This design comes from an exercise in tuning for small area, a short achievable clock period and few clock cycles on the open sky130 flow, not from production work. The RTL was checked by simulation tests, not by an equivalence proof against the original design. No activity file was given, so power comes from the tool's default toggle rates.

--- design.v ---
module bqfp_frame_parser (
    input  wire       clk,
    input  wire       rst,         
    input  wire       in_valid,
    input  wire [7:0] in_data,
    output wire       in_ready,
    output wire       out_valid,
    output wire [7:0] out_data,
    output wire       out_last,
    input  wire       out_ready
);
    localparam integer N  = 253;           
    localparam integer VQ = 16;            
    localparam integer VW = 4;             
    localparam [2:0] ST_P1  = 3'd0,    
                     ST_P2  = 3'd1,    
                     ST_P3  = 3'd2,    
                     ST_CMD = 3'd3,    
                     ST_LEN = 3'd4,    
                     ST_CP  = 3'd5,    
                     ST_ER  = 3'd6;    
    localparam [7:0] PREAMBLE_1 = 8'h03;
    localparam [7:0] PREAMBLE_2 = 8'hAF;
    localparam [7:0] PREAMBLE_3 = 8'hEF;
    reg  [9*N-1:0] cv;
    wire [8:0]     s0   = cv[8:0];
    wire [8:0]     stap = cv[9*(N-1)-1 -: 9];    
    wire [8:0]     send = cv[9*N-1 -: 9];        
    reg        rdy_r;       
    reg        took_r;      
    reg        rc;          
    reg        rcx;         
    reg        hv;          
    reg  [7:0] hd;
    reg  [7:0] warm_cnt;    
    reg        warm;        
    wire take = in_valid && rdy_r;
    assign in_ready = rdy_r;
    reg  [8:0] s0_next;
    reg        hv_next;
    reg  [7:0] hd_next;
    always @(*) begin
        hv_next = hv;
        hd_next = hd;
        if (rc) begin
            if (hv) begin
                s0_next = {1'b1, hd};
                hd_next = send[7:0];
            end else if (rcx) begin
                s0_next = 9'd0;
                hv_next = 1'b1;
                hd_next = send[7:0];
            end else begin
                s0_next = {1'b1, send[7:0]};
            end
        end else if (hv) begin
            s0_next = {1'b1, hd};
            hv_next = 1'b0;
        end else begin
            s0_next = {take, in_data};
        end
        if (rst) begin
            s0_next[8] = 1'b0;
            hv_next    = 1'b0;
        end
    end
    always @(posedge clk) begin
        cv <= {cv[9*(N-1)-1:0], s0_next};
        hd <= hd_next;
    end
    reg [2:0] ws;
    reg [7:0] wcs;
    reg [7:0] wrem;
    reg       vpush;
    reg       vbit;
    wire [7:0] wd = in_data;           
    wire [7:0] wcs_next = wcs ^ wd;
    always @(*) begin
        vpush = 1'b0;
        vbit  = 1'b0;
        if (take) begin
            if (ws == ST_LEN && wd < 8'd6) begin
                vpush = 1'b1;
            end
            if (ws == ST_CP && wrem == 8'd6) begin
                vpush = 1'b1;
                vbit  = (wcs_next == 8'h00);
            end
        end
    end
    always @(posedge clk) begin
        if (rst) begin
            ws <= ST_P1;
        end else if (take) begin
            case (ws)
                ST_P1, ST_ER: if (wd == PREAMBLE_1) ws <= ST_P2;
                              else ws <= ST_ER;
                ST_P2:  ws <= (wd == PREAMBLE_2) ? ST_P3 : ST_ER;
                ST_P3:  ws <= (wd == PREAMBLE_3) ? ST_CMD : ST_ER;
                ST_CMD: ws <= ST_LEN;
                ST_LEN: ws <= (wd >= 8'd6) ? ST_CP : ST_ER;
                ST_CP:  if (wrem == 8'd6) ws <= ST_P1;
                default: ws <= ST_P1;
            endcase
        end
    end
    always @(posedge clk) begin
        if (take) begin
            case (ws)
                ST_P3:  wcs <= PREAMBLE_1 ^ PREAMBLE_2 ^ PREAMBLE_3;
                ST_CMD: wcs <= wcs_next;
                ST_LEN: begin wcs <= wcs_next; wrem <= wd; end
                ST_CP:  begin wcs <= wcs_next; wrem <= wrem - 8'd1; end
                default: ;
            endcase
        end
    end
    reg  [VQ-1:0] vq;
    reg  [VW-1:0] vq_wp, vq_rp;
    reg  [VW:0]   vq_n;
    wire          vq_head = vq[vq_rp];
    wire          vq_any;
    wire          vpop;
    reg           vq_ne;         
    assign vq_any = vq_ne;
    always @(posedge clk) begin
        if (vpush) vq[vq_wp] <= vbit;
        if (rst) begin
            vq_wp <= 0;
            vq_rp <= 0;
            vq_n  <= 0;
            vq_ne <= 1'b0;
        end else begin
            if (vpush) vq_wp <= vq_wp + 1'b1;
            if (vpop)  vq_rp <= vq_rp + 1'b1;
            if (vpush && !vpop)      vq_n <= vq_n + 1'b1;
            else if (vpop && !vpush) vq_n <= vq_n - 1'b1;
            vq_ne <= vpop ? (vq_n > 1 || vpush) : (vq_ne || vpush);
        end
    end
    reg r_p1, r_p2, r_p3, r_cmd, r_len, r_cp, r_er;
    reg [7:0] rrem;
    reg       rok;
    reg       ov;  reg [7:0] od;  reg ol;
    reg       q1v; reg [7:0] q1d; reg q1l;
    reg       q2v; reg [1:0] q2e;      
    wire       tv = stap[8] && warm;
    wire [7:0] td = stap[7:0];
    wire [7:0] tpre = cv[9*(N-2)-2 -: 8];       
    reg        t03, tAF, tEF, tlt6;
    always @(posedge clk) begin
        t03  <= (tpre == PREAMBLE_1);
        tAF  <= (tpre == PREAMBLE_2);
        tEF  <= (tpre == PREAMBLE_3);
        tlt6 <= (tpre < 8'd6);
    end
    wire silent = (r_p1 && t03) || r_er || (r_p2 && tAF) || (r_p3 && tEF) ||
                  (r_cp && !rok);
    wire can  = (silent || !q1v) && (!r_cmd || vq_any);
    reg  fm;                                
    reg  [8:0] nu;                          
    reg  [8:0] nd;                          
    wire cons = tv && !fm && can;           
    wire fail = tv && !fm && !can;
    wire pass = tv && fm;
    wire rc_next = tv && (fm || !can);
    assign vpop = cons && r_cmd;
    wire       err2 = (r_p1 && !t03) || (r_p2 && !tAF) || (r_p3 && !tEF);
    wire [1:0] ne   = r_p1 ? 2'd0 : r_p2 ? 2'd1 : 2'd2;
    wire       rlast = (rrem == 8'd6);
    reg  [7:0] nb0;
    reg        nl0;
    always @(*) begin
        nb0 = 8'hFF; nl0 = 1'b0;
        if (r_cmd) begin
            nb0 = vq_head ? 8'h00 : 8'hFF;
        end else if (r_len) begin
            if (tlt6)     begin nb0 = 8'hFC; nl0 = 1'b1; end
            else if (rok) begin nb0 = td; end
            else          begin nb0 = 8'hFB; nl0 = 1'b1; end
        end else if (r_cp) begin
            nb0 = td; nl0 = rlast;
        end
    end
    wire       ndz_fm  = (took_r == pass) ? (nd == 9'd0) : (pass && nd == 9'd1);
    wire       fm_next = fm ? !ndz_fm : fail;
    wire pop  = ov && out_ready;
    wire push = cons && !silent;
    reg        p0v, p1v, p2v;
    reg  [7:0] p0d, p1d;
    reg        p0l, p1l;
    reg  [1:0] p2e;
    always @(*) begin
        p0v = ov;  p0d = od;  p0l = ol;
        p1v = q1v; p1d = q1d; p1l = q1l;
        p2v = q2v; p2e = q2e;
        if (push) begin
            if (!ov) begin
                p0v = 1'b1; p0d = nb0; p0l = nl0;
                if (err2) begin p1v = 1'b1; p1d = ~{6'd0, ne}; p1l = 1'b1; end
            end else begin
                p1v = 1'b1; p1d = nb0; p1l = nl0;
                if (err2) begin p2v = 1'b1; p2e = ne; end
            end
        end
    end
    always @(posedge clk) begin
        if (rst) begin
            ov <= 1'b0; q1v <= 1'b0; q2v <= 1'b0;
        end else if (pop) begin
            ov <= p1v; od <= p1d; ol <= p1l;
            q1v <= p2v; q1d <= ~{6'd0, p2e}; q1l <= 1'b1;
            q2v <= 1'b0;
        end else begin
            ov <= p0v; od <= p0d; ol <= p0l;
            q1v <= p1v; q1d <= p1d; q1l <= p1l;
            q2v <= p2v; q2e <= p2e;
        end
    end
    always @(posedge clk) begin
        if (rst) begin
            r_p1 <= 1'b1; r_p2 <= 1'b0; r_p3 <= 1'b0; r_cmd <= 1'b0;
            r_len <= 1'b0; r_cp <= 1'b0; r_er <= 1'b0;
        end else if (cons) begin
            r_p2  <= (r_p1 || r_er) && t03;
            r_p3  <= r_p2 && tAF;
            r_cmd <= r_p3 && tEF;
            r_len <= r_cmd;
            r_cp  <= (r_len && !tlt6) || (r_cp && !rlast);
            r_p1  <= r_cp && rlast;
            r_er  <= err2 || (r_len && tlt6) || (r_er && !t03);
        end
    end
    always @(posedge clk) begin
        if (cons) begin
            if (r_cmd) rok <= vq_head;
            if (r_len) rrem <= td;
            if (r_cp)  rrem <= rrem - 8'd1;
        end
    end
    always @(posedge clk) begin
        if (rst) begin
            warm_cnt <= 8'd0;
            warm     <= 1'b0;
            took_r   <= 1'b0;
            rc       <= 1'b0;
            rcx      <= 1'b0;
            hv       <= 1'b0;
            fm       <= 1'b0;
            nu       <= 9'd0;
            nd       <= 9'd0;
            rdy_r    <= 1'b1;
        end else begin
            if (!warm) warm_cnt <= warm_cnt + 8'd1;
            if (warm_cnt == N - 3) warm <= 1'b1;
            took_r <= take;
            rc     <= rc_next;
            rcx    <= fail;
            hv     <= hv_next;
            fm     <= fm_next;
            nd     <= fm ? (nd + took_r - pass) : (nu + took_r - 1'b1);
            nu     <= cons ? nu + took_r - 1'b1 : nu + took_r;
            rdy_r  <= !rc_next && !(fm && !ndz_fm) && !hv_next &&
                      (vq_n <= VQ - 2);
        end
    end
    assign out_valid = ov;
    assign out_data  = od;
    assign out_last  = ol;
endmodule
--- run.sh ---
#!/bin/bash
# synth_recipe.tcl (not shown) runs the flow's synth.tcl, then flattens the netlist and writes it again
# the make line also repeats each setting of config.mk as NAME=value (left out here)
make -C /OpenROAD-flow-scripts/flow DESIGN_CONFIG=/design/flow/config.mk WORK_HOME=/design/flow/orfs CLKGATE_MAP_FILE= SYNTH_SCRIPT=/design/flow/synth_recipe.tcl finish
--- config.mk ---
export PLATFORM = sky130hd
export DESIGN_NAME = bqfp_frame_parser
export DESIGN_NICKNAME = bqfp_frame_parser
export VERILOG_FILES = /design/flow/design.v
export SDC_FILE = /design/flow/constraint.sdc
export NUM_CORES = 4
export LEC_CHECK = 0
export ABC_CLOCK_PERIOD_IN_PS = 2500
export CAP_MARGIN = 20
export CORE_MARGIN = 2
export CORE_UTILIZATION = 70
export CTS_CLUSTER_DIAMETER = 60
export CTS_CLUSTER_SIZE = 20
export SETUP_SLACK_MARGIN = 4.5
export SLEW_MARGIN = 20
--- constraint.sdc ---
create_clock -name core_clock -period 7.0 [get_ports {clk}]
set_input_delay 1.4000 -clock core_clock [delete_from_list [all_inputs] [get_ports {clk}]]
set_output_delay 1.4000 -clock core_clock [all_outputs]
set_load 0.01 [all_outputs]
==> results of run 1 <==
## stage by stage
step	area, um2	hold slack, ns	utilization
after CTS	58710	0.3118	0.7859
final	58860	0.3065	0.7880
after floorplan	53120	0.3096	-
after global placement	54450	0.3107	0.7289
after global routing	58860	0.3166	0.7880
after detailed placement	54450	0.3121	0.7289
## critical path, stage by stage
cell	delay, ns
buf_8	0.10
or4_4	0.53
or4_4	0.43
a21o_4	0.24
clkinvlp_4	0.09
ha_4	0.16
nand4_1	0.13
a21oi_2	0.18
xnor2_1	0.15
nor2_1	0.06
## repair_timing
item,in CTS,in global routing
gates resized for setup,123,22
hold buffers,0,0
endpoints found under the setup margin,97,82
cloned,0,0
pin swaps,12,10
setup buffers,14,6
## placed cells by master, fill, tap and decap left out, drive strengths merged, types with 4 or more instances in the layout
cell / n
o21a: 6
nand2b: 10
or2: 5
a211oi: 4
and3: 8
edfxtp: 69
nor3: 21
o22ai: 5
a21oi: 57
o211ai: 4
clkdlybuf4s15: 4
nand3b: 4
mux4: 4
o22a: 6
nand3: 18
nor4: 7
xor2: 22
and2: 8
nor3b: 4
or3: 9
ha: 32
mux2i: 12
nand2: 74
mux2: 11
nor2b: 23
xnor2: 40
dfxtp: 2340
buf: 38
nand4: 12
nor2: 98
inv: 46
clkinv: 11
clkbuf: 156
o21ai: 58
## power breakdown
part | internal (mW) | leakage [nW] | switching, mW | total (mW)
Combinational | 0.0895 | 1.80 | 0.112 | 0.201
Sequential | 13.9 | 19.7 | 0.0656 | 14.0
Clock | 3.83 | 1.95 | 4.40 | 8.22
## registers in the layout, indices dropped and copies added (netlist names), 2 cells and up
signal / count
vq_rp: 4
wrem: 8
ws: 3
vq_n: 5
warm_cnt: 8
od: 8
wcs: 8
cv: 2276
q1d: 8
rrem: 8
vq_wp: 4
nu: 9
hd: 8
q2e: 2
vq: 16
nd: 9
## area by class of cell
| cell class | count | area, um2 | share of cell area |
|---|---|---|---|
| inverters | 41 | 157.7 | 0.002678 |
| clock buffers | 156 | 3701 | 0.06288 |
| flip-flops and latches | 2409 | 48930 | 0.8313 |
| multi-input cells | 603 | 4131 | 0.07019 |
| clock inverters | 17 | 315.3 | 0.005357 |
| well taps | 969 | 1212 | 0.02060 |
| repair buffers | 44 | 410.4 | 0.006972 |
## worst max-delay path by stage
stage	start	to	slack, ns	cells after the start
2_1_floorplan	in_data[7]	vq_n[2]	3.27	7
3_3_place_gp	in_data[6]	vq_n[3]	2.36	10
3_5_place_dp	in_data[6]	vq_n[3]	2.32	10
4_1_cts	in_data[5]	vq_n[3]	4.11	10
5_1_grt	in_data[5]	vq_n[3]	4.06	10
6_report	in_data[5]	vq_n[3]	4.09	10
## kinds of logic after synthesis
group                    synth area share
adder cells (fa/ha/maj)          0.007933
AO/OA/AOI/OAI                     0.01912
multiplexers                     0.006304
AND/OR/NAND/NOR                   0.02843
flip-flops                         0.9230
XOR/XNOR                          0.01025
buffers and inverters            0.004958
## metal layers
layer	routed length, um	vias up	track usage	part of all wire
met4	2405	2	0.08065	0.028
met1	36250	10122	0.2921	0.42
met3	3330	191	0.04159	0.039
met5	10	-	0	0.00012
li1	-	10068	-	-
met2	44130	486	0.4012	0.51
==> impl_metrics.json, run 1 <==
{
  "status": "timing/DRC/antenna clean",
  "finalClockSkew_ns": 0.03772,
  "placed_cells": 4046,
  "track_usage": 0.2308,
  "via_per_inst": 4.923,
  "report.final.slew_viol_count": 0,
  "power_mw": 22.40,
  "ir_worst_vdd_mv": 0.2790,
  "max_freq_mhz": 343.9,
  "tightest_slew_ns": 0.8636,
  "worst-r2r-cell-count": 9,
  "rows": 100,
  "relSlewSlack": 0.4242,
  "cellPowerDensity_nw_per_um2": 380.5,
  "clockBufferDepth": 3,
  "synth_top_area_cell": "dfxtp_1",
  "grt_pass1_vias": 23380,
  "yosysTopAreaCellShare": 0.8839,
  "grt_antenna_before_repair": 3,
  "drive_above_1_share": 0.08471,
  "startpoint_type": "input port",
  "regToRegSetupSlack_ns": 4.19,
  "cts.clk_slew.worst_paths_ns": 0.11,
  "drcViolationCount": 0,
  "hold_violations": 0,
  "fin_setup_tns_ns": 0,
  "ys_types": 61,
  "drt_first_pass_iters": 5,
  "min_period_ns": 2.908,
  "drt_iter0_drc": 1268,
  "initial_core_util": 0.7095,
  "dieArea_um2": 77930,
  "wl_per_cell_um": 20.32,
  "critPathKind": "input port to register",
  "coreArea_um2": 74700,
  "clk_latency_ns": 0.74,
  "port_buffers": 22,
  "hold_depth": 0,
  "totalWireLength_mm": 86.13,
  "setup_violations": 0,
  "cts.sinks": 2409,
  "fin_crit_sh": 0.4154,
  "syn_area_um2": 53000,
  "cts_tree": "yes",
  "synth_edf_count": 69,
  "synthToLayoutAreaGrowth_pct": 11.07,
  "r2r-start": "r_cmd",
  "crit_arrival_ns": 3.47,
  "synth_warnings": 1,
  "synth_top_flop_cell": "dfxtp_1",
  "crit_path_end_kind": "register",
  "final_cells": 4239,
  "vias": 20869,
  "globalplace.congestion": 0.7825,
  "p_leak_nw": 23.41,
  "synth_seq_cells": 2409,
  "hold_end": "cv[1658]",
  "synth_fp_nets": 3127,
  "cts_root_buffer": "clkbuf_16",
  "rsz0062_at_grt": "yes",
  "dp_worst_setup_slack_ns": 2.322,
  "synthTopCellsByArea": "dfxtp_1, edfxtp_1, ha_1",
  "cts_buffers": 141,
  "syn_avg_cell_area_um2": 17.20,
  "overflow": 0,
  "nets": 3285,
  "synthCells": 3082,
  "worstHoldStart": "cv[1649]",
  "n_antenna_cell": 0,
  "ios": 23,
  "r2r-end": "vq_n[4]",
  "die_w_um": 279.2,
  "grt_pass1_wl_mm": 136.9,
  "worstPathMaxFanout": 6,
  "h-tree-depth": 4,
  "grt_max_degree": 60,
  "place_hpwl_mm": 35.97,
  "maxCapViolCount": 0,
  "yosys-top-cells-count": "dfxtp_1, nor2_1, nand2_1",
  "layout_setup_ws_ns": 4.092,
  "synth-seq-area-share": 0.9230,
  "synth_most_common_cell": "dfxtp_1",
  "die_h_um": 279.2,
  "worstPathRequired_ns": 7.56,
  "hold_path.class": "register to register",
  "async_flop_share": 0,
  "drtAntennaViolNets": 0,
  "fill_cells": 3561
}
Testbench counts, summed over its fixed seeds: cycles 82,063.
==> run 2, diff against run 1 <==
--- a/design.v
+++ b/design.v
@@ -123,19 +123,23 @@
     wire          vpop;
     reg           vq_ne;         
     assign vq_any = vq_ne;
+    reg           vpush_r;
     always @(posedge clk) begin
         if (vpush) vq[vq_wp] <= vbit;
         if (rst) begin
+            vpush_r <= 1'b0;
             vq_wp <= 0;
             vq_rp <= 0;
             vq_n  <= 0;
             vq_ne <= 1'b0;
         end else begin
-            if (vpush) vq_wp <= vq_wp + 1'b1;
+            vpush_r <= vpush;
+            if (vpush_r) vq_wp <= vq_wp + 1'b1;
             if (vpop)  vq_rp <= vq_rp + 1'b1;
-            if (vpush && !vpop)      vq_n <= vq_n + 1'b1;
-            else if (vpop && !vpush) vq_n <= vq_n - 1'b1;
-            vq_ne <= vpop ? (vq_n > 1 || vpush) : (vq_ne || vpush);
+            if (vpush_r && !vpop)      vq_n <= vq_n + 1'b1;
+            else if (vpop && !vpush_r) vq_n <= vq_n - 1'b1;
+            vq_ne <= vpop ? (vq_n > 1 || (vq_n == 1 && vpush_r) || vpush)
+                          : (vq_ne || vpush);
         end
     end
     reg r_p1, r_p2, r_p3, r_cmd, r_len, r_cp, r_er;
@@ -261,7 +265,7 @@
             nd     <= fm ? (nd + took_r - pass) : (nu + took_r - 1'b1);
             nu     <= cons ? nu + took_r - 1'b1 : nu + took_r;
             rdy_r  <= !rc_next && !(fm && !ndz_fm) && !hv_next &&
-                      (vq_n <= VQ - 2);
+                      (vq_n <= VQ - 1);
         end
     end
     assign out_valid = ov;
==> run 2 against run 1 <==
Effect of this change:
- setup slack improved by 0.28 ns
- register-to-register slack gained 0.37 ns
- still clean on timing, DRC and antenna
- global-route usage grew 1.9 points
- clock-buffer cell count fell by 5
- sequential power hardly changed
==> impl_metrics.json, run 2 <==
{
  "placed_cells": 4058,
  "synthTopCellsByArea": "dfxtp_1, edfxtp_1, ha_1",
  "layout_common_cells": "dfxtp_1, clkbuf_16, nor2_1",
  "hold_depth": 0,
  "r2r-start": "r_cmd",
  "ys_types": 71,
  "grt_pass1_vias": 23999,
  "cts_root_buffer": "clkbuf_16",
  "cts.sinks": 2410,
  "yosys-top-cells-count": "dfxtp_1, nor2_1, edfxtp_1",
  "synth_seq_cells": 2410,
  "worstPathRequired_ns": 7.42,
  "max_freq_mhz": 381.0,
  "track_usage": 0.2494,
  "rows": 101,
  "cellPowerDensity_nw_per_um2": 383.7,
  "maxCapViolCount": 0,
  "reg_top3": "cv (2276), vq (16)",
  "drive_above_1_share": 0.08666,
  "ios": 23,
  "synth-seq-area-share": 0.9211,
  "hold_end": "cv[593]",
  "drt_iter0_drc": 1675,
  "final-seq-area_um2": 48960,
  "vias": 21464,
  "swShare": 0.2114,
  "via_per_inst": 5.044,
  "layout_commonest_cell": "dfxtp_1",
  "min_period_ns": 2.624,
  "ir_worst_vdd_mv": 0.2849,
  "overflow": 0,
  "holdWs_ns": 0.3002,
  "dieArea_um2": 78110,
  "syn_area_um2": 53130,
  "top_register": "cv",
  "synth_warnings": 1,
  "port_buffers": 22,
  "fill_cells": 3582,
  "globalplace.congestion": 0.7717,
  "p_clk_frac": 0.373,
  "clk_latency_ns": 0.75,
  "p_int_mw": 17.86,
  "finalClockSkew_ns": 0.04840,
  "path_buf_inv": 3,
  "cpLargestDelayFamily": "simple AND/OR/NAND/NOR gates",
  "p_leak_nw": 23.46,
  "synth_most_common_cell": "dfxtp_1",
  "relSlewSlack": 0.2782,
  "tightest_slew_ns": 1.083,
  "synthToLayoutAreaGrowth_pct": 11.06,
  "regToRegSetupSlack_ns": 4.56,
  "multi_input_area_um2": 4141,
  "critPathKind": "input port to register",
  "worstHoldStart": "cv[584]",
  "synth_fp_nets": 3138,
  "synthCells": 3093,
  "place_hpwl_mm": 35.49,
  "wl_per_cell_um": 22.12,
  "async_flop_share": 0,
  "crit_arrival_ns": 3.05,
  "nets": 3292,
  "setup_violations": 0,
  "clockBufferDepth": 3,
  "die_w_um": 279.5,
  "rsz0062_at_grt": "yes",
  "grt_max_degree": 57,
  "largest_register_ffs": 2276,
  "synth_edf_count": 69,
  "p_sw_mw": 4.786,
  "critPathMaxStageDelay_ns": 0.54,
  "h-tree-depth": 4,
  "drcViolationCount": 0,
  "r2r-end": "vq_n[3]",
  "cts_tree": "yes",
  "final_cells": 4255,
  "cts_hold_buf": 0,
  "dpl_cell_area_um2": 54550,
  "report.final.slew_viol_count": 0,
  "final_cell_area_um2": 59000,
  "cts.clk_slew.worst_paths_ns": 0.12,
  "hold_violations": 0,
  "fin_setup_tns_ns": 0,
  "cts_buffers": 144,
  "grt_antenna_before_repair": 3,
  "drt_first_pass_iters": 6,
  "n_antenna_cell": 0,
  "drtAntennaViolNets": 0,
  "p_seq_frac": 0.618,
  "crit_path_cell_trace": "buf_12 -> or4_4 -> a211o_1 -> nor2_4 -> a31oi_4 -> nor2_4 -> buf_4 -> buf_12",
  "combinationalPowerShare": 0.009,
  "initial_core_util": 0.7030,
  "worstPathMaxFanout": 8,
  "crit_path_end_kind": "register",
  "fin_crit_sh": 0.3749,
  "worst-r2r-cell-count": 9,
  "coreArea_um2": 75570,
  "hold_path.class": "register to register",
  "totalWireLength_mm": 94.11,
  "utilization": 0.7807,
  "synth_top_flop_cell": "dfxtp_1",
  "startpoint_type": "input port",
  "crit_path_top_delay_cell": "or4_4",
  "die_h_um": 279.5,
  "grt_pass1_wl_mm": 146.3,
  "synth_top_area_cell": "dfxtp_1",
  "syn_avg_cell_area_um2": 17.18,
  "status": "timing/DRC/antenna clean",
  "yosysTopAreaCellShare": 0.8821
}
run 2: changes by cell type after synthesis, sizes merged, moves of 4 or more:
cell   change
nand2     -12
buf        +9
nor3       -9
inv        +8
a31oi      +7
a21oi      +6
a21o       +5
mux2       -4
xnor2      -4
run 2: metal layers:
metal / wire (um) / global-route usage / share of wire / vias up
li1: - / - / - / 10104
met1: 38040 / 0.3069 / 0.40 / 10484
met2: 47980 / 0.4337 / 0.51 / 634
met3: 4571 / 0.05221 / 0.049 / 238
met4: 3486 / 0.09790 / 0.037 / 4
met5: 27 / 0 / 0.00029 / -
run 2: final cells by class:
type,count,area share
sequential,2410,0.8299
multi-input combinational,597,0.07019
clock buffer,151,0.06222
tap,978,0.02074
clock inverter,25,0.007338
timing repair buffer,44,0.006404
inverter,50,0.003223
run 2: worst max-delay path by stage:
stage / startpoint / to / slack [ns] / cells after the start
after global routing: od[0] / out_data[0] / 4.34 / 1
final: in_data[5] / vq[7] / 4.38 / 8
after detailed placement: in_data[5] / vq[7] / 3.07 / 6
after global placement: in_data[5] / vq[11] / 3.13 / 6
after floorplan: in_data[4] / vq[0] / 3.91 / 5
after CTS: od[4] / out_data[4] / 4.34 / 1
run 2: cell families (layout without fill, tap and decap cells):
logic type,count (synthesis),in the layout,synth area share
flops,2410,2410,0.9211
simple gates,285,285,0.02631
buf+inv,86,270,0.006453
xor+xnor,59,59,0.009727
fa+ha+maj,33,33,0.007913
mux,22,22,0.005252
compound gates,198,198,0.02320
run 2: power by group through the flow:
stage | clock [mW] | combinational (mW) | sequential (mW)
after floorplan | 0 | 0.142 | 14.3
after global placement | 0 | 0.182 | 14.3
after detailed placement | 0 | 0.183 | 14.3
after CTS | 8.60 | 0.195 | 14.0
after global routing | 9.01 | 0.226 | 14.0
final | 8.44 | 0.206 | 14.0
run 2: timing repair:
action,in CTS,in global routing
endpoints found under the setup margin,83,55
buffers inserted,13,7
cloned,1,0
pin swaps,9,8
gates resized for setup,101,33
run 2: through the flow:
step,setup slack [ns],power [mW]
floorplan,3.913,14.40
global placement,3.134,14.47
CTS,4.336,22.78
detailed placement,3.074,14.47
global route,4.338,23.23
finish,4.376,22.64
Testbench counts of run 2, summed over its fixed seeds: cycles 82,043.
==> run 3, diff against run 2 <==
--- a/design.v
+++ b/design.v
@@ -32,7 +32,6 @@
     reg        rcx;         
     reg        hv;          
     reg  [7:0] hd;
-    reg  [7:0] warm_cnt;    
     reg        warm;        
     wire take = in_valid && rdy_r;
     assign in_ready = rdy_r;
@@ -162,8 +161,8 @@
                   (r_cp && !rok);
     wire can  = (silent || !q1v) && (!r_cmd || vq_any);
     reg  fm;                                
-    reg  [8:0] nu;                          
-    reg  [8:0] nd;                          
+    reg  [7:0] nu;                          
+    reg  [7:0] nd;                          
     wire cons = tv && !fm && can;           
     wire fail = tv && !fm && !can;
     wire pass = tv && fm;
@@ -186,7 +185,7 @@
             nb0 = td; nl0 = rlast;
         end
     end
-    wire       ndz_fm  = (took_r == pass) ? (nd == 9'd0) : (pass && nd == 9'd1);
+    wire       ndz_fm  = (took_r == pass) ? (nd == 8'd0) : (pass && nd == 8'd1);
     wire       fm_next = fm ? !ndz_fm : fail;
     wire pop  = ov && out_ready;
     wire push = cons && !silent;
@@ -244,25 +243,24 @@
     end
     always @(posedge clk) begin
         if (rst) begin
-            warm_cnt <= 8'd0;
             warm     <= 1'b0;
             took_r   <= 1'b0;
             rc       <= 1'b0;
             rcx      <= 1'b0;
             hv       <= 1'b0;
             fm       <= 1'b0;
-            nu       <= 9'd0;
-            nd       <= 9'd0;
+            nu       <= 8'd0;
+            nd       <= 8'd0;
             rdy_r    <= 1'b1;
         end else begin
-            if (!warm) warm_cnt <= warm_cnt + 8'd1;
-            if (warm_cnt == N - 3) warm <= 1'b1;
+            if (!warm && nd == N - 3) warm <= 1'b1;
             took_r <= take;
             rc     <= rc_next;
             rcx    <= fail;
             hv     <= hv_next;
             fm     <= fm_next;
-            nd     <= fm ? (nd + took_r - pass) : (nu + took_r - 1'b1);
+            nd     <= !warm ? nd + 1'b1 :
+                      fm ? (nd + took_r - pass) : (nu + took_r - 1'b1);
             nu     <= cons ? nu + took_r - 1'b1 : nu + took_r;
             rdy_r  <= !rc_next && !(fm && !ndz_fm) && !hv_next &&
                       (vq_n <= VQ - 1);
==> run 3 against run 2 <==
Effect of this change:
- still clean
- synthesized cell count down 1.7%
- die area down 0.53%
- sequential cell count down 10
- area after synthesis down 0.54%
- first-iteration DRC count down 37%
- non-clock buffer count up 23
- setup slack worse by 0.14 ns
==> impl_metrics.json, run 3 <==
{
  "largest_register_ffs": 2276,
  "maxCapViolCount": 0,
  "grt_pass1_vias": 22200,
  "drt_first_pass_iters": 5,
  "synth_most_common_cell": "dfxtp_1",
  "startpoint_type": "register",
  "grt_max_degree": 48,
  "relSlewSlack": 0.4540,
  "drcViolationCount": 0,
  "rsz0062_at_grt": "yes",
  "min_period_ns": 2.761,
  "syn_avg_cell_area_um2": 17.38,
  "grt_antenna_before_repair": 1,
  "layout_commonest_cell": "dfxtp_1",
  "dp_worst_setup_slack_ns": 2.842,
  "r2r-end": "nu[7]",
  "report.final.slew_viol_count": 0,
  "final_cell_area_um2": 58810,
  "crit_end": "out_valid",
  "crit_path_top_delay_cell": "dfxtp_4",
  "synth_warnings": 1,
  "cpLargestDelayFamily": "flip-flops",
  "cts_buffers": 141,
  "tightest_slew_ns": 0.8190,
  "cp-startpoint": "ov",
  "cellPowerDensity_nw_per_um2": 375.6,
  "synth_seq_cells": 2400,
  "cts_tree": "yes",
  "p_leak_nw": 23.48,
  "ys_types": 70,
  "die_w_um": 278.8,
  "r2r-start": "took_r",
  "power_mw": 22.09,
  "layout_common_cells": "dfxtp_1, clkbuf_16, nor2_1",
  "critPathKind": "register to output port",
  "synthCells": 3040,
  "synthToLayoutAreaGrowth_pct": 11.30,
  "use_met3": 0.03774,
  "crit_path_end_kind": "output port",
  "synthTopCellsByArea": "dfxtp_1, edfxtp_1, ha_1",
  "synth_top_area_cell": "dfxtp_1",
  "cts_root_buffer": "clkbuf_16",
  "holdWs_ns": 0.3104,
  "top_usage_layer": "met2",
  "top_register": "cv",
  "synth_top_flop_cell": "dfxtp_1",
  "synth_edf_count": 69,
  "vias": 20305,
  "hold_violations": 0,
  "drive_above_1_share": 0.09631,
  "synth-seq-area-share": 0.9223,
  "dpl_cell_area_um2": 54250,
  "final_cells": 4220,
  "regToRegSetupSlack_ns": 4.49,
  "syn_area_um2": 52840,
  "worstPathMaxFanout": 13,
  "setup_violations": 0,
  "cts.sinks": 2400,
  "critPathMaxStageDelay_ns": 0.43,
  "cts.clk_slew.worst_paths_ns": 0.10,
  "grt_util_met1": 0.2682,
  "drt_iter0_drc": 1059,
  "overflow": 0,
  "max_freq_mhz": 362.3,
  "gr-usage-met2": 0.3310,
  "ios": 23,
  "clk_latency_ns": 0.74,
  "ir_worst_vdd_mv": 0.2481,
  "rows": 100,
  "die_h_um": 278.8,
  "fin_setup_tns_ns": 0,
  "yosys-top-cells-count": "dfxtp_1, nor2_1, edfxtp_1",
  "yosysTopAreaCellShare": 0.8831,
  "drtAntennaViolNets": 0,
  "fin_crit_sh": 0.3944,
  "initial_core_util": 0.7086,
  "globalplace.congestion": 0.7885,
  "grt_pass1_wl_mm": 121.6,
  "crit_path_cell_trace": "clkbuf_4",
  "utilization": 0.7887,
  "wl_per_cell_um": 17.99,
  "totalWireLength_mm": 75.92,
  "clockBufferDepth": 3,
  "place_hpwl_mm": 34.31,
  "async_flop_share": 0,
  "h-tree-depth": 4,
  "dieArea_um2": 77700,
  "crit_arrival_ns": 1.36,
  "finalClockSkew_ns": 0.02422,
  "track_usage": 0.2007,
  "synth_fp_nets": 3093,
  "crit_cells": 1,
  "via_per_inst": 4.812,
  "worst-r2r-cell-count": 8,
  "port_buffers": 22,
  "nets": 3273,
  "path_buf_inv": 1,
  "worstPathRequired_ns": 5.60,
  "layout_setup_ws_ns": 4.239,
  "status": "timing/DRC/antenna clean",
  "placed_cells": 4002,
  "hold_path.class": "register to register",
  "cts_hold_buf": 0,
  "coreArea_um2": 74570,
  "reg_top3": "cv (2276), vq (16)"
}
run 3: report_power, final:
| group | switching, mW | leakage, nW | internal [mW] | total (mW) |
|---|---|---|---|---|
| sequential | 0.0605 | 19.6 | 13.8 | 13.9 |
| clock | 4.21 | 1.93 | 3.81 | 8.02 |
| combinational | 0.0865 | 1.96 | 0.0750 | 0.162 |
| total | 4.36 | 23.5 | 17.7 | 22.1 |
run 3: final cells by class:
type	instances	area, um2
clock inverters	19	250.2
flip-flops and latches	2400	48770
fillers	3699	15760
inverters	41	161.4
well taps	969	1212
diodes	1	2.502
repair buffers	67	613.1
clock buffers	154	3684
multi-input cells	569	4121
run 3: per-layer routing:
layer	wire (um)	vias up
met5	0	-
met4	1819	0
met3	2728	133
met2	36960	323
met1	34420	9836
li1	-	10013
run 3: kinds of logic after synthesis:
| group | Yosys count | share of synthesized area |
|---|---|---|
| AOI/OAI and AO/OA | 181 | 0.02145 |
| xor gates and xnor gates | 53 | 0.008785 |
| adders and majority gates | 41 | 0.009850 |
| buffers and inverters | 71 | 0.005233 |
| DFF | 2400 | 0.9223 |
| muxes | 32 | 0.007672 |
| and+or+nand+nor | 262 | 0.02467 |
run 3: timing repair:
action	CTS	global route
gates resized for setup	126	45
setup buffers	29	13
gates cloned	2	0
pin swaps	14	22
endpoints found under the setup margin	98	79
run 3: worst min path at each step:
stage,slack (ns),cells after the start,from,to
2_1_floorplan,0.31,0,cv[991],cv[1000]
3_3_place_gp,0.31,0,cv[2068],cv[2077]
3_5_place_dp,0.31,0,cv[1040],cv[1049]
4_1_cts,0.31,0,cv[1164],cv[1173]
5_1_grt,0.32,0,cv[1320],cv[1329]
6_report,0.31,0,cv[1320],cv[1329]
Testbench counts of run 3, summed over its fixed seeds: cycles 82,043.
==> run 4, diff against run 3 <==
--- a/design.v
+++ b/design.v
@@ -145,8 +145,8 @@
     reg [7:0] rrem;
     reg       rok;
     reg       ov;  reg [7:0] od;  reg ol;
+    reg [7:0] odp; reg olp;
     reg       q1v; reg [7:0] q1d; reg q1l;
-    reg       q2v; reg [1:0] q2e;      
     wire       tv = stap[8] && warm;
     wire [7:0] td = stap[7:0];
     wire [7:0] tpre = cv[9*(N-2)-2 -: 8];       
@@ -159,7 +159,10 @@
     end
     wire silent = (r_p1 && t03) || r_er || (r_p2 && tAF) || (r_p3 && tEF) ||
                   (r_cp && !rok);
-    wire can  = (silent || !q1v) && (!r_cmd || vq_any);
+    wire       err2 = (r_p1 && !t03) || (r_p2 && !tAF) || (r_p3 && !tEF);
+    wire can  = (silent || (err2 ? (!ov || (!q1v && out_ready))
+                                 : (!q1v || out_ready))) &&
+                (!r_cmd || vq_any);
     reg  fm;                                
     reg  [7:0] nu;                          
     reg  [7:0] nd;                          
@@ -168,7 +171,6 @@
     wire pass = tv && fm;
     wire rc_next = tv && (fm || !can);
     assign vpop = cons && r_cmd;
-    wire       err2 = (r_p1 && !t03) || (r_p2 && !tAF) || (r_p3 && !tEF);
     wire [1:0] ne   = r_p1 ? 2'd0 : r_p2 ? 2'd1 : 2'd2;
     wire       rlast = (rrem == 8'd6);
     reg  [7:0] nb0;
@@ -189,35 +191,33 @@
     wire       fm_next = fm ? !ndz_fm : fail;
     wire pop  = ov && out_ready;
     wire push = cons && !silent;
-    reg        p0v, p1v, p2v;
-    reg  [7:0] p0d, p1d;
-    reg        p0l, p1l;
-    reg  [1:0] p2e;
-    always @(*) begin
-        p0v = ov;  p0d = od;  p0l = ol;
-        p1v = q1v; p1d = q1d; p1l = q1l;
-        p2v = q2v; p2e = q2e;
-        if (push) begin
-            if (!ov) begin
-                p0v = 1'b1; p0d = nb0; p0l = nl0;
-                if (err2) begin p1v = 1'b1; p1d = ~{6'd0, ne}; p1l = 1'b1; end
+    wire       a0v = pop ? q1v : ov;
+    wire [7:0] a0d = pop ? q1d : od;
+    wire       a0l = pop ? q1l : ol;
+    wire       a1v = pop ? 1'b0 : q1v;
+    always @(posedge clk) begin
+        if (push && !a0v) begin
+            odp <= nb0; olp <= nl0;
+        end else begin
+            odp <= a0d; olp <= a0l;
+        end
+    end
+    always @(posedge clk) begin
+        if (rst) begin
+            ov <= 1'b0; q1v <= 1'b0;
+        end else begin
+            if (push && !a0v) begin
+                ov <= 1'b1; od <= nb0; ol <= nl0;
             end else begin
-                p1v = 1'b1; p1d = nb0; p1l = nl0;
-                if (err2) begin p2v = 1'b1; p2e = ne; end
-            end
-        end
-    end
-    always @(posedge clk) begin
-        if (rst) begin
-            ov <= 1'b0; q1v <= 1'b0; q2v <= 1'b0;
-        end else if (pop) begin
-            ov <= p1v; od <= p1d; ol <= p1l;
-            q1v <= p2v; q1d <= ~{6'd0, p2e}; q1l <= 1'b1;
-            q2v <= 1'b0;
-        end else begin
-            ov <= p0v; od <= p0d; ol <= p0l;
-            q1v <= p1v; q1d <= p1d; q1l <= p1l;
-            q2v <= p2v; q2e <= p2e;
+                ov <= a0v; od <= a0d; ol <= a0l;
+            end
+            if (push && a0v) begin
+                q1v <= 1'b1; q1d <= nb0; q1l <= nl0;
+            end else if (push && err2) begin
+                q1v <= 1'b1; q1d <= ~{6'd0, ne}; q1l <= 1'b1;
+            end else begin
+                q1v <= a1v;
+            end
         end
     end
     always @(posedge clk) begin
@@ -267,6 +267,6 @@
         end
     end
     assign out_valid = ov;
-    assign out_data  = od;
-    assign out_last  = ol;
+    assign out_data  = odp;
+    assign out_last  = olp;
 endmodule
--- a/config.mk
+++ b/config.mk
@@ -5,7 +5,7 @@
 export SDC_FILE = /design/flow/constraint.sdc
 export NUM_CORES = 4
 export LEC_CHECK = 0
-export ABC_CLOCK_PERIOD_IN_PS = 2500
+export ABC_AREA = 1
 export CAP_MARGIN = 20
 export CORE_MARGIN = 2
 export CORE_UTILIZATION = 70
==> run 4 against run 3 <==
Effect of this change:
- routed wire length rose by 45%
- non-clock buffer count is 23 lower
- global-route usage increased by 7.1 points
- sequential power barely moved
- critical endpoint is now vq[13]
- highest routed layer is now met5
==> impl_metrics.json, run 4 <==
{
  "status": "timing/DRC/antenna clean",
  "syn_avg_cell_area_um2": 16.63,
  "cts_tree": "yes",
  "ys_types": 48,
  "cts_root_buffer": "clkbuf_16",
  "r2r-end": "vq[13]",
  "worstPathMaxFanout": 8,
  "synth_warnings": 1,
  "via_per_inst": 5.208,
  "clockBufferDepth": 3,
  "multi_input_area_um2": 3799,
  "port_buffers": 22,
  "die_w_um": 279.2,
  "ios": 23,
  "drt_first_pass_iters": 8,
  "p_leak_nw": 23.74,
  "synthToLayoutAreaGrowth_pct": 10.94,
  "hold_depth": 0,
  "syn_area_um2": 53020,
  "worstHoldStart": "cv[2019]",
  "grt_pass1_wl_mm": 156.2,
  "layout_commonest_cell": "dfxtp_1",
  "vias": 22691,
  "yosysTopAreaCellShare": 0.8831,
  "totalWireLength_mm": 109.8,
  "final-seq-area_um2": 48860,
  "placed_cells": 4152,
  "rsz0062_at_grt": "yes",
  "cts_buffers": 143,
  "ir_worst_vdd_mv": 0.3887,
  "final_cells": 4357,
  "finalClockSkew_ns": 0.05012,
  "fin_crit_sh": 0.4412,
  "cts.clk_slew.worst_paths_ns": 0.10,
  "drcViolationCount": 0,
  "largest_register_ffs": 2276,
  "hold_end": "cv[2028]",
  "synth_seq_cells": 2406,
  "max_freq_mhz": 323.8,
  "report.final.slew_viol_count": 0,
  "rows": 100,
  "maxCapViolCount": 0,
  "r2r-start": "wrem[0]",
  "synthCells": 3188,
  "wl_per_cell_um": 25.21,
  "startpoint_type": "input port",
  "drive_above_1_share": 0.08545,
  "synth-seq-area-share": 0.9210,
  "tightest_slew_ns": 1.321,
  "grt_max_degree": 38,
  "hold_violations": 0,
  "track_usage": 0.2715,
  "layout_common_cells": "dfxtp_1, nand2_1, clkbuf_16",
  "worstPathRequired_ns": 7.60,
  "crit_arrival_ns": 3.69,
  "hold_path.class": "register to register",
  "regToRegSetupSlack_ns": 3.95,
  "fill_cells": 3470,
  "reg_top3": "cv (2276), vq (16)",
  "worst-r2r-cell-count": 11,
  "synth_top_area_cell": "dfxtp_1",
  "synth_top_flop_cell": "dfxtp_1",
  "coreArea_um2": 74700,
  "crit_path_end_kind": "register",
  "top_register": "cv",
  "overflow": 0,
  "min_period_ns": 3.088,
  "nets": 3401,
  "h-tree-depth": 4,
  "cellPowerDensity_nw_per_um2": 386.6,
  "place_hpwl_mm": 40.78,
  "grt_antenna_before_repair": 16,
  "cts_hold_buf": 0,
  "drtAntennaViolNets": 0,
  "cts.sinks": 2406,
  "grt_pass1_vias": 24628,
  "dieArea_um2": 77970,
  "critPathKind": "input port to register",
  "synth_fp_nets": 3241,
  "globalplace.congestion": 0.7938,
  "setup_violations": 0,
  "synth_most_common_cell": "dfxtp_1",
  "initial_core_util": 0.7099,
  "die_h_um": 279.2,
  "async_flop_share": 0,
  "fin_setup_tns_ns": 0,
  "synthTopCellsByArea": "dfxtp_1, edfxtp_1, nand2_1",
  "drt_iter0_drc": 2223,
  "synth_edf_count": 67,
  "clk_latency_ns": 0.77,
  "yosys-top-cells-count": "dfxtp_1, nand2_1, inv_1",
  "relSlewSlack": 0.1196
}
## run 4: routing by layer
metal / routed length [um] / up-vias / part of all wire / track usage
met4: 5067 / 8 / 0.046 / 0.1206
li1: - / 10295 / - / -
met2: 56520 / 970 / 0.51 / 0.4747
met1: 41200 / 10995 / 0.38 / 0.3183
met3: 6883 / 423 / 0.063 / 0.06619
met5: 166 / - / 0.0015 / 0
## run 4: where the power goes
| group | leakage (nW) | total, mW | switching (mW) | internal (mW) |
|---|---|---|---|---|
| Combinational | 2.11 | 0.182 | 0.127 | 0.0548 |
| Clock | 2.00 | 8.59 | 4.73 | 3.87 |
| Sequential | 19.6 | 14.0 | 0.0816 | 13.9 |
## run 4: cells by family after synthesis
group,after synthesis,synth area share
buffers and inverters,141,0.01111
AO/OA/AOI/OAI,183,0.01921
adder cells (fa/ha/maj),41,0.009816
XOR/XNOR,29,0.004932
flip-flops,2406,0.9210
AND/OR/NAND/NOR,379,0.03221
multiplexers,9,0.001699
## run 4: metrics by stage
stage	setup WS [ns]	hold WS [ns]	util	instance area (um2)	power [mW]
2_1_floorplan	4.274	0.3096	-	53130	14.32
3_3_place_gp	3.144	0.3098	0.7280	54380	14.38
3_5_place_dp	3.108	0.3121	0.7280	54380	14.39
4_1_cts	4.253	0.2990	0.7852	58660	22.73
5_1_grt	4.007	0.3088	0.7873	58810	23.28
6_report	3.912	0.2979	0.7875	58830	22.74
## run 4: layout make-up
cell class | count | share of cell area
repair buffers | 44 | 0.005934
clock inverters | 24 | 0.007827
flip-flops and latches | 2406 | 0.8307
clock buffers | 155 | 0.06249
diodes | 6 | 0.0002552
inverters | 112 | 0.007657
well taps | 969 | 0.02061
multi-input cells | 641 | 0.06457
## run 4: worst max-delay path by stage
stage | startpoint | end | slack, ns | depth (start not counted)
floorplan | out_ready | vq_n[2] | 4.27 | 11
global placement | out_ready | vq_n[2] | 3.14 | 11
detailed placement | out_ready | vq_n[3] | 3.11 | 11
CTS | ov | out_valid | 4.25 | 1
global route | wrem[0] | ws[0] | 4.01 | 8
finish | in_data[1] | vq[13] | 3.91 | 9
## run 4: critical path, cell delays in order
cell and delay [ns]:
dlygate4sd2_1 0.33, xnor2_2 0.27, nand2_2 0.13, nor3_4 0.22, nand3_2 0.15, buf_4 0.17
nor2_4 0.23, nand4_1 0.49, nand2_1 0.29
## run 4: repair_timing
action,CTS,global route
pin swaps,5,11
setup endpoints to repair,129,79
resized for setup,97,36
setup buffers,5,15
hold endpoints to repair,0,0
Testbench counts of run 4, summed over its fixed seeds: cycles 82,043.
==> run 5, diff against run 4 <==
--- a/config.mk
+++ b/config.mk
@@ -5,7 +5,7 @@
 export SDC_FILE = /design/flow/constraint.sdc
 export NUM_CORES = 4
 export LEC_CHECK = 0
-export ABC_AREA = 1
+export ABC_CLOCK_PERIOD_IN_PS = 2500
 export CAP_MARGIN = 20
 export CORE_MARGIN = 2
 export CORE_UTILIZATION = 70
==> run 5 against run 4 <==
Effect of this change:
- still clean on timing, DRC and antenna
- core utilization up 0.42 points
- clock skew down 0.021 ns
- critical path depth down 8
- fmax up 18%
- non-clock buffer count up 23
- area after synthesis down 0.24%
- sequential power about the same
- register-to-register slack better by 0.60 ns
- synthesized cell count down 4.3%
- largest cell class unchanged
==> impl_metrics.json, run 5 <==
{
  "worstPathRequired_ns": 5.60,
  "fill_cells": 3612,
  "regToRegSetupSlack_ns": 4.55,
  "async_flop_share": 0,
  "rsz0062_at_grt": "yes",
  "synth_top_area_cell": "dfxtp_1",
  "wl_per_cell_um": 20.36,
  "hold_end": "cv[2060]",
  "met3WireLength_mm": 3.505,
  "ios": 23,
  "hold_violations": 0,
  "crit_path_cell_trace": "buf_6",
  "hold_path.class": "register to register",
  "overflow": 0,
  "synth-seq-area-share": 0.9232,
  "crit_arrival_ns": 1.21,
  "cts_buffers": 140,
  "maxCapViolCount": 0,
  "reg_top3": "cv (2276), vq (16)",
  "m1WireLength_mm": 36.13,
  "report.final.slew_viol_count": 0,
  "top_register": "cv",
  "synth_seq_cells": 2406,
  "clockBufferDepth": 3,
  "globalplace.congestion": 0.8159,
  "yosys-top-cells-count": "dfxtp_1, nand2_1, nor2_1",
  "relSlewSlack": 0.3590,
  "dieArea_um2": 77780,
  "n_antenna_cell": 0,
  "initial_core_util": 0.7094,
  "final-seq-area_um2": 48880,
  "drtAntennaViolNets": 0,
  "dpl_cell_area_um2": 54460,
  "drive_above_1_share": 0.09715,
  "vias": 20784,
  "hold_depth": 0,
  "max_freq_mhz": 382.9,
  "drcViolationCount": 0,
  "routed.top_layer": "met4",
  "grt_pass1_wl_mm": 133.0,
  "tightest_slew_ns": 0.9615,
  "grt_pass1_vias": 22618,
  "setup_violations": 0,
  "die_w_um": 278.9,
  "status": "timing/DRC/antenna clean",
  "grt_antenna_before_repair": 3,
  "cts.sinks": 2406,
  "synth_most_common_cell": "dfxtp_1",
  "synthCells": 3051,
  "synth_warnings": 1,
  "holdWs_ns": 0.3077,
  "startpoint_type": "register",
  "ir_worst_vdd_mv": 0.2506,
  "layout_commonest_cell": "dfxtp_1",
  "synthTopCellsByArea": "dfxtp_1, edfxtp_1, ha_1",
  "largest_register_ffs": 2276,
  "cts_root_buffer": "clkbuf_16",
  "syn_avg_cell_area_um2": 17.34,
  "drt_iter0_drc": 1416,
  "synth_fp_nets": 3104,
  "worstPathMaxFanout": 1,
  "fin_crit_sh": 0.3731,
  "min_period_ns": 2.612,
  "synth_edf_count": 67,
  "final_cell_area_um2": 59040,
  "track_usage": 0.2264,
  "syn_area_um2": 52900,
  "grt_max_degree": 45,
  "ys_types": 67,
  "synthToLayoutAreaGrowth_pct": 11.62,
  "worstHoldStart": "cv[2051]",
  "p_leak_nw": 23.49,
  "nets": 3284,
  "port_buffers": 22,
  "r2r-end": "nd[6]",
  "crit_path_end_kind": "output port",
  "crit_path_top_delay_cell": "dfxtp_4",
  "place_hpwl_mm": 40.59,
  "synth_top_flop_cell": "dfxtp_1",
  "cts_tree": "yes",
  "layout_common_cells": "dfxtp_1, clkbuf_16, nand2_1",
  "cellPowerDensity_nw_per_um2": 375.4,
  "critPathKind": "register to output port",
  "coreArea_um2": 74570,
  "cpLargestDelayFamily": "flip-flops",
  "cts_hold_buf": 0,
  "drt_first_pass_iters": 6,
  "fin_setup_tns_ns": 0,
  "cts.clk_slew.worst_paths_ns": 0.08,
  "path_buf_inv": 1,
  "worst-r2r-cell-count": 12,
  "die_h_um": 278.9,
  "multi_input_area_um2": 4219,
  "yosysTopAreaCellShare": 0.8852,
  "rows": 100,
  "totalWireLength_mm": 86.16,
  "h-tree-depth": 4,
  "finalClockSkew_ns": 0.02927,
  "wl_met2_mm": 44.41,
  "clk_latency_ns": 0.74,
  "r2r-start": "cv[2267]",
  "via_per_inst": 4.911,
  "critPathMaxStageDelay_ns": 0.37
}
==> run 5: stage by stage <==
| step | std cells | power [mW] | setup slack (ns) | util |
|---|---|---|---|---|
| after floorplan | 3051 | 14.34 | 3.784 | - |
| after global placement | 4014 | 14.40 | 3.045 | 0.7304 |
| after detailed placement | 4014 | 14.41 | 2.954 | 0.7304 |
| after CTS | 4212 | 22.28 | 4.351 | 0.7869 |
| after global routing | 4232 | 22.84 | 4.337 | 0.7918 |
| final | 4232 | 22.16 | 4.388 | 0.7918 |
==> run 5: how the worst max path moves through the flow <==
stage	depth (start not counted)	endpoint	startpoint
floorplan	9	vq_n[2]	out_ready
global placement	5	vq[1]	in_data[3]
detailed placement	5	vq[1]	in_data[3]
CTS	1	out_data[1]	odp[1]
global route	1	out_data[1]	odp[1]
finish	1	out_data[1]	odp[1]
==> run 5: cells by family (layout without fill, tap and decap cells) <==
logic type / after synthesis / after routing / share of synthesized area
multiplexers: 29 / 29 / 0.006788
buffers and inverters: 70 / 282 / 0.005038
AO/OA/AOI/OAI: 176 / 176 / 0.01999
adder cells (fa/ha/maj): 41 / 41 / 0.009840
flip-flops: 2406 / 2406 / 0.9232
XOR/XNOR: 55 / 55 / 0.009248
AND/OR/NAND/NOR: 274 / 274 / 0.02588
==> run 5: layout make-up <==
type,count,share of cell area
repair buffers,67,0.01119
clock inverters,16,0.004090
flip-flops and latches,2406,0.8279
multi-input cells,575,0.07146
clock buffers,158,0.06209
inverters,41,0.002691
well taps,969,0.02053
==> run 5: what timing repair did <==
| item | in CTS | in global routing |
|---|---|---|
| pin swaps | 16 | 27 |
| resized for setup | 145 | 55 |
| gates cloned | 1 | 0 |
| buffers inserted | 23 | 20 |
| setup endpoints to repair | 138 | 65 |
==> run 5: report_power, final <==
part	internal [mW]	total (mW)	switching, mW
Combinational	0.0807	0.177	0.0966
Sequential	13.9	13.9	0.0623
Clock	3.77	8.04	4.28
==> run 5: routing by layer <==
metal	track usage	vias to the layer above
li1	-	10049
met3	0.04200	159
met5	0	-
met2	0.3948	484
met1	0.2854	10092
met4	0.07858	0
==> run 6, diff against run 5 <==
--- a/config.mk
+++ b/config.mk
@@ -5,6 +5,7 @@
 export SDC_FILE = /design/flow/constraint.sdc
 export NUM_CORES = 4
 export LEC_CHECK = 0
+export ABC_AREA = 1
 export ABC_CLOCK_PERIOD_IN_PS = 2500
 export CAP_MARGIN = 20
 export CORE_MARGIN = 2
==> run 6 against run 5 <==
Effect of this change:
- cell count increased by 3.0%
- sequential power is essentially flat
- total power is 2.6% higher
- sequential cell count is the same
- via count grew 9.2%
- clock power is 6.8% higher
- synthesized cell count is 4.5% higher
- largest power group unchanged
==> impl_metrics.json, run 6 <==
{
  "critPathKind": "input port to register",
  "synth_seq_cells": 2406,
  "cellPowerDensity_nw_per_um2": 386.6,
  "holdWs_ns": 0.2979,
  "port_buffers": 22,
  "die_h_um": 279.2,
  "drive_above_1_share": 0.08545,
  "clockBufferDepth": 3,
  "synth_top_area_cell": "dfxtp_1",
  "final_cells": 4357,
  "startpoint_type": "input port",
  "top_register": "cv",
  "crit_arrival_ns": 3.69,
  "totalWireLength_mm": 109.8,
  "hold_violations": 0,
  "grt_max_degree": 38,
  "reg_top3": "cv (2276), vq (16)",
  "via_per_inst": 5.208,
  "syn_avg_cell_area_um2": 16.63,
  "die_w_um": 279.2,
  "async_flop_share": 0,
  "initial_core_util": 0.7099,
  "ios": 23,
  "layout_setup_ws_ns": 3.912,
  "worstPathRequired_ns": 7.60,
  "synthToLayoutAreaGrowth_pct": 10.94,
  "largest_register_ffs": 2276,
  "syn_area_um2": 53020,
  "final_cell_area_um2": 58830,
  "synth_edf_count": 67,
  "drtAntennaViolNets": 0,
  "clk_latency_ns": 0.77,
  "synth-seq-area-share": 0.9210,
  "cts_hold_buf": 0,
  "rsz0062_at_grt": "yes",
  "finalClockSkew_ns": 0.05012,
  "report.final.slew_viol_count": 0,
  "status": "timing/DRC/antenna clean",
  "place_hpwl_mm": 40.78,
  "overflow": 0,
  "hold_path.class": "register to register",
  "synthCells": 3188,
  "fin_setup_tns_ns": 0,
  "setup_violations": 0,
  "drcViolationCount": 0,
  "p_leak_nw": 23.74,
  "ys_types": 48,
  "relSlewSlack": 0.1196,
  "layout_common_cells": "dfxtp_1, nand2_1, clkbuf_16",
  "ir_worst_vdd_mv": 0.3887,
  "tightest_slew_ns": 1.321,
  "yosys-top-cells-count": "dfxtp_1, nand2_1, inv_1",
  "wl_per_cell_um": 25.21,
  "nets": 3401,
  "cts.clk_slew.worst_paths_ns": 0.10,
  "layout_commonest_cell": "dfxtp_1",
  "max_freq_mhz": 323.8,
  "dieArea_um2": 77970,
  "synth_most_common_cell": "dfxtp_1",
  "worstPathMaxFanout": 8,
  "synth_warnings": 1,
  "cts_buffers": 143,
  "globalplace.congestion": 0.7938,
  "synthTopCellsByArea": "dfxtp_1, edfxtp_1, nand2_1",
  "h-tree-depth": 4,
  "vias": 22691,
  "rows": 100,
  "grt_pass1_vias": 24628,
  "cts_tree": "yes",
  "crit_path_end_kind": "register",
  "min_period_ns": 3.088,
  "dp_worst_setup_slack_ns": 3.108,
  "maxCapViolCount": 0,
  "grt_pass1_wl_mm": 156.2,
  "drt_first_pass_iters": 8,
  "coreArea_um2": 74700,
  "synth_fp_nets": 3241,
  "yosysTopAreaCellShare": 0.8831,
  "fin_crit_sh": 0.4412,
  "cts_root_buffer": "clkbuf_16",
  "utilization": 0.7875,
  "grt_antenna_before_repair": 16,
  "track_usage": 0.2715,
  "power_mw": 22.74,
  "placed_cells": 4152,
  "cts.sinks": 2406,
  "synth_top_flop_cell": "dfxtp_1",
  "drt_iter0_drc": 2223,
  "dpl_cell_area_um2": 54380
}
## run 6: changes by cell type in the layout (fill, tap and decap cells not counted), sizes merged, moves of 14 or more
cell,change
inv,+75
nor2b,-20
buf,-32
nor2,+31
o21ai,+24
xnor2,-21
nand2,+95
nand2b,-14
nand3,+40
## run 6: worst paths after layout
path	startpoint	end	slack (ns)	cells after the start
setup / recovery	in_data[1]	vq[13]	3.91	9
hold / removal	cv[2019]	cv[2028]	0.30	0
setup reg to reg	wrem[0]	vq[13]	3.95	11
hold reg to reg	cv[2019]	cv[2028]	0.30	0
## run 6: power by group
| part | total, mW | internal [mW] | switching, mW |
|---|---|---|---|
| registers | 14.0 | 13.9 | 0.0816 |
| clock network | 8.59 | 3.87 | 4.73 |
| logic | 0.182 | 0.0548 | 0.127 |
## run 6: cells by family (layout without fill, tap and decap cells)
kind of cell	Yosys count	count (layout)	share of synthesized area
other	0	6	0
xor gates and xnor gates	29	29	0.004932
and+or+nand+nor	379	379	0.03221
muxes	9	9	0.001699
AOI/OAI and AO/OA	183	183	0.01921
adders and majority gates	41	41	0.009816
buffers and inverters	141	335	0.01111
DFF	2406	2406	0.9210
## run 6: critical path: stages
cell	delay (ns)
dlygate4sd2_1	0.33
xnor2_2	0.27
nand2_2	0.13
nor3_4	0.22
nand3_2	0.15
buf_4	0.17
nor2_4	0.23
nand4_1	0.49
nand2_1	0.29
## run 6: cell type report
class	count	area, um2
Sequential cell	2406	48860
Fill cell	3470	15870
Multi-Input combinational cell	641	3799
Clock buffer	155	3676
Tap cell	969	1212
Clock inverter	24	460.4
Inverter	112	450.4
Timing Repair Buffer	44	349.1
Antenna cell	6	15.01
## run 6: repair_timing
item | in CTS | in global routing
setup endpoints to repair | 129 | 79
resized for setup | 97 | 36
setup buffers | 5 | 15
pin swaps | 5 | 11
## run 6: per-layer routing
metal / vias up / track usage / part of all wire
met4: 8 / 0.1206 / 0.046
met2: 970 / 0.4747 / 0.51
li1: 10295 / - / -
met5: - / 0 / 0.0015
met3: 423 / 0.06619 / 0.063
met1: 10995 / 0.3183 / 0.38
==> run 7, diff against run 6 <==
--- a/design.v
+++ b/design.v
@@ -145,7 +145,6 @@
     reg [7:0] rrem;
     reg       rok;
     reg       ov;  reg [7:0] od;  reg ol;
-    reg [7:0] odp; reg olp;
     reg       q1v; reg [7:0] q1d; reg q1l;
     wire       tv = stap[8] && warm;
     wire [7:0] td = stap[7:0];
@@ -196,13 +195,6 @@
     wire       a0l = pop ? q1l : ol;
     wire       a1v = pop ? 1'b0 : q1v;
     always @(posedge clk) begin
-        if (push && !a0v) begin
-            odp <= nb0; olp <= nl0;
-        end else begin
-            odp <= a0d; olp <= a0l;
-        end
-    end
-    always @(posedge clk) begin
         if (rst) begin
             ov <= 1'b0; q1v <= 1'b0;
         end else begin
@@ -267,6 +259,6 @@
         end
     end
     assign out_valid = ov;
-    assign out_data  = odp;
-    assign out_last  = olp;
+    assign out_data  = od;
+    assign out_last  = ol;
 endmodule
--- a/config.mk
+++ b/config.mk
@@ -6,7 +6,6 @@
 export NUM_CORES = 4
 export LEC_CHECK = 0
 export ABC_AREA = 1
-export ABC_CLOCK_PERIOD_IN_PS = 2500
 export CAP_MARGIN = 20
 export CORE_MARGIN = 2
 export CORE_UTILIZATION = 70
==> run 7 against run 6 <==
Effect of this change:
- still clean on timing, DRC and antenna
- sequential power barely moved
- clock-buffer cell count is 2 lower
- setup slack improved by 0.42 ns
- synthesized cell count down 0.38%
- core utilization decreased by 0.33 points
- clock skew decreased by 0.026 ns
- cell count shrank 0.41%
- sequential share of layout area is 0.30 points higher
- fmax up 16%
- worst hold slack gained 0.012 ns
- final area is 0.75% lower
- largest cell class unchanged
- highest routed layer unchanged
==> impl_metrics.json, run 7 <==
{
  "clockBufferDepth": 3,
  "dpl_cell_area_um2": 54090,
  "maxCapViolCount": 0,
  "synth-seq-area-share": 0.9240,
  "syn_avg_cell_area_um2": 16.58,
  "crit_path_end_kind": "output port",
  "cts_buffers": 140,
  "cts_tree": "yes",
  "die_w_um": 278.3,
  "fin_setup_tns_ns": 0,
  "drcViolationCount": 0,
  "grt_pass1_wl_mm": 151.1,
  "crit_arrival_ns": 1.27,
  "cpLargestDelayFamily": "flip-flops",
  "cts.clk_slew.worst_paths_ns": 0.08,
  "synthTopCellsByArea": "dfxtp_1, edfxtp_1, nand2_1",
  "synth_seq_cells": 2397,
  "min_period_ns": 2.672,
  "synth_top_flop_cell": "dfxtp_1",
  "rsz0062_at_grt": "yes",
  "port_buffers": 22,
  "synth_edf_count": 67,
  "synth-simple-area-share": 0.03322,
  "fill_cells": 3622,
  "totalWireLength_mm": 97.17,
  "synth_xor_area_frac": 0.004990,
  "globalplace.congestion": 0.8346,
  "layout_commonest_cell": "dfxtp_1",
  "rows": 100,
  "synthMuxAreaShare": 0,
  "drt_first_pass_iters": 7,
  "crit_path_top_delay_cell": "edfxtp_1",
  "worstPathRequired_ns": 5.60,
  "hold_path.class": "register to register",
  "syn_area_um2": 52660,
  "coreArea_um2": 74450,
  "placed_cells": 4145,
  "yosysTopAreaCellShare": 0.8858,
  "grt_pass1_vias": 23959,
  "final_cells": 4339,
  "ys_types": 40,
  "drtAntennaViolNets": 0,
  "regToRegSetupSlack_ns": 4.53,
  "yosys-top-cells-count": "dfxtp_1, nand2_1, nor2_1",
  "synthCells": 3176,
  "nets": 3394,
  "h-tree-depth": 4,
  "startpoint_type": "register",
  "ir_worst_vdd_mv": 0.3159,
  "path_buf_inv": 1,
  "setup_violations": 0,
  "finalClockSkew_ns": 0.02413,
  "synth_compound_area_frac": 0.01882,
  "reg_top3": "cv (2276), vq (16)",
  "report.final.slew_viol_count": 0,
  "dieArea_um2": 77440,
  "drive_above_1_share": 0.07631,
  "top_register": "cv",
  "die_h_um": 278.3,
  "final_cell_area_um2": 58390,
  "drt_iter0_drc": 1847,
  "synth_fp_nets": 3229,
  "cts_root_buffer": "clkbuf_16",
  "synth_warnings": 1,
  "layout_common_cells": "dfxtp_1, nand2_1, clkbuf_16",
  "vias": 21613,
  "async_flop_share": 0,
  "initial_core_util": 0.7073,
  "synth_top_family_by_area": "simple AND/OR/NAND/NOR gates",
  "tightest_slew_ns": 0.7949,
  "cts.sinks": 2397,
  "synth_top_area_cell": "dfxtp_1",
  "via_per_inst": 4.981,
  "grt_max_degree": 29,
  "hold_violations": 0,
  "p_leak_nw": 23.48,
  "fin_crit_sh": 0.3817,
  "critPathMaxStageDelay_ns": 0.39,
  "status": "timing/DRC/antenna clean",
  "synthToLayoutAreaGrowth_pct": 10.88,
  "max_freq_mhz": 374.3,
  "wl_per_cell_um": 22.39,
  "grt_antenna_before_repair": 6,
  "overflow": 0,
  "place_hpwl_mm": 37.61,
  "track_usage": 0.2609,
  "relSlewSlack": 0.4681,
  "cts_hold_buf": 0,
  "worstPathMaxFanout": 1,
  "synth_adder_area_share": 0.009884,
  "holdWs_ns": 0.3094,
  "synth_most_common_cell": "dfxtp_1",
  "critPathKind": "register to output port",
  "ios": 23,
  "largest_register_ffs": 2276,
  "cellPowerDensity_nw_per_um2": 382.5,
  "clk_latency_ns": 0.75,
  "crit_path_cell_trace": "buf_2"
}
[run 7: power breakdown]
part | leakage [nW] | switching (mW) | internal, mW
sequential | 19.5 | 0.0619 | 13.8
clock | 1.92 | 4.50 | 3.82
combinational | 2.03 | 0.0858 | 0.0482
[run 7: logic make-up (layout without fill, tap and decap cells)]
group,count (synthesis),count (layout)
DFF,2397,2397
and+or+nand+nor,404,404
AOI/OAI and AO/OA,178,178
buffers and inverters,126,318
adders and majority gates,41,41
xor gates and xnor gates,30,30
other,0,2
[run 7: what timing repair did]
item | CTS | global route
buffers inserted | 11 | 12
resized for setup | 92 | 18
pin swaps | 5 | 9
endpoints found under the setup margin | 135 | 74
[run 7: path summary, 6_finish.rpt]
kind         depth (start not counted)   start     endpoint
max reg2reg                         16    warm        nd[6]
min                                  0  cv[41]       cv[50]
max                                  1   od[4]  out_data[4]
min reg2reg                          0  cv[41]       cv[50]
[run 7: area by class of cell]
cell class | instances | area, um2 | share of cell area
multi-input cells | 653 | 3740 | 0.06405
well taps | 969 | 1212 | 0.02077
flip-flops and latches | 2397 | 48670 | 0.8336
repair buffers | 46 | 386.6 | 0.006622
inverters | 103 | 434.2 | 0.007436
clock inverters | 16 | 277.8 | 0.004757
clock buffers | 153 | 3659 | 0.06266
diodes | 2 | 5.005 | 0.00008572
[run 7: per-stage QoR]
step	total power [mW]	setup slack, ns	util
2_1_floorplan	14.26	4.049	-
3_3_place_gp	14.31	3.140	0.7265
3_5_place_dp	14.31	2.986	0.7265
4_1_cts	22.35	4.266	0.7822
5_1_grt	22.91	4.268	0.7842
6_report	22.34	4.328	0.7843
[run 7: layer usage]
layer / routed length, um / share of wire / track usage
met5: 11 / 0.00011 / 0
met4: 2153 / 0.022 / 0.07789
met3: 4029 / 0.041 / 0.04609
met2: 49010 / 0.50 / 0.4435
met1: 41960 / 0.43 / 0.3461
Testbench counts of run 7, summed over its fixed seeds: cycles 82,043.

==> port drivers added, routing unchanged <==
The results above use ideal ports. As a check the final layouts listed here were re-extracted and re-timed, cells and wires unchanged.
Step 1, drivers: a clkbuf_16 drives clk and a buf_2 each remaining input, both assumed.
Step 2 adds t to the input delays and takes it off the output delays; t is the mean of the earliest and latest rising clock arrival at the registers after step 1. Input paths then give back, and output paths get back, about the clock's delay inside the block.
a / b / c = no drivers / after step 1 / after step 2; a / b = the first two.
run | t, ns | setup WS [ns] | worst data-port slew with drivers (ns)
run 1 | 0.801 | 4.092 / 4.123 / 3.321 | 0.13
run 2 | 0.801 | 4.376 / 4.328 / 3.588 | 0.14
run 3 | 0.792 | 4.239 / 4.172 / 3.600 | 0.11
run 4 | 0.820 | 3.912 / 3.954 / 3.136 | 0.07
run 5 | 0.792 | 4.388 / 4.320 / 3.646 | 0.14
run 6 | 0.820 | 3.912 / 3.954 / 3.136 | 0.07
run 7 | 0.803 | 4.328 / 4.260 / 3.797 | 0.04
After both steps setup and hold are still met in every run listed. The setup slack of run 2, which loses most, moves by -0.048 ns with the drivers and by -0.788 ns with both steps.
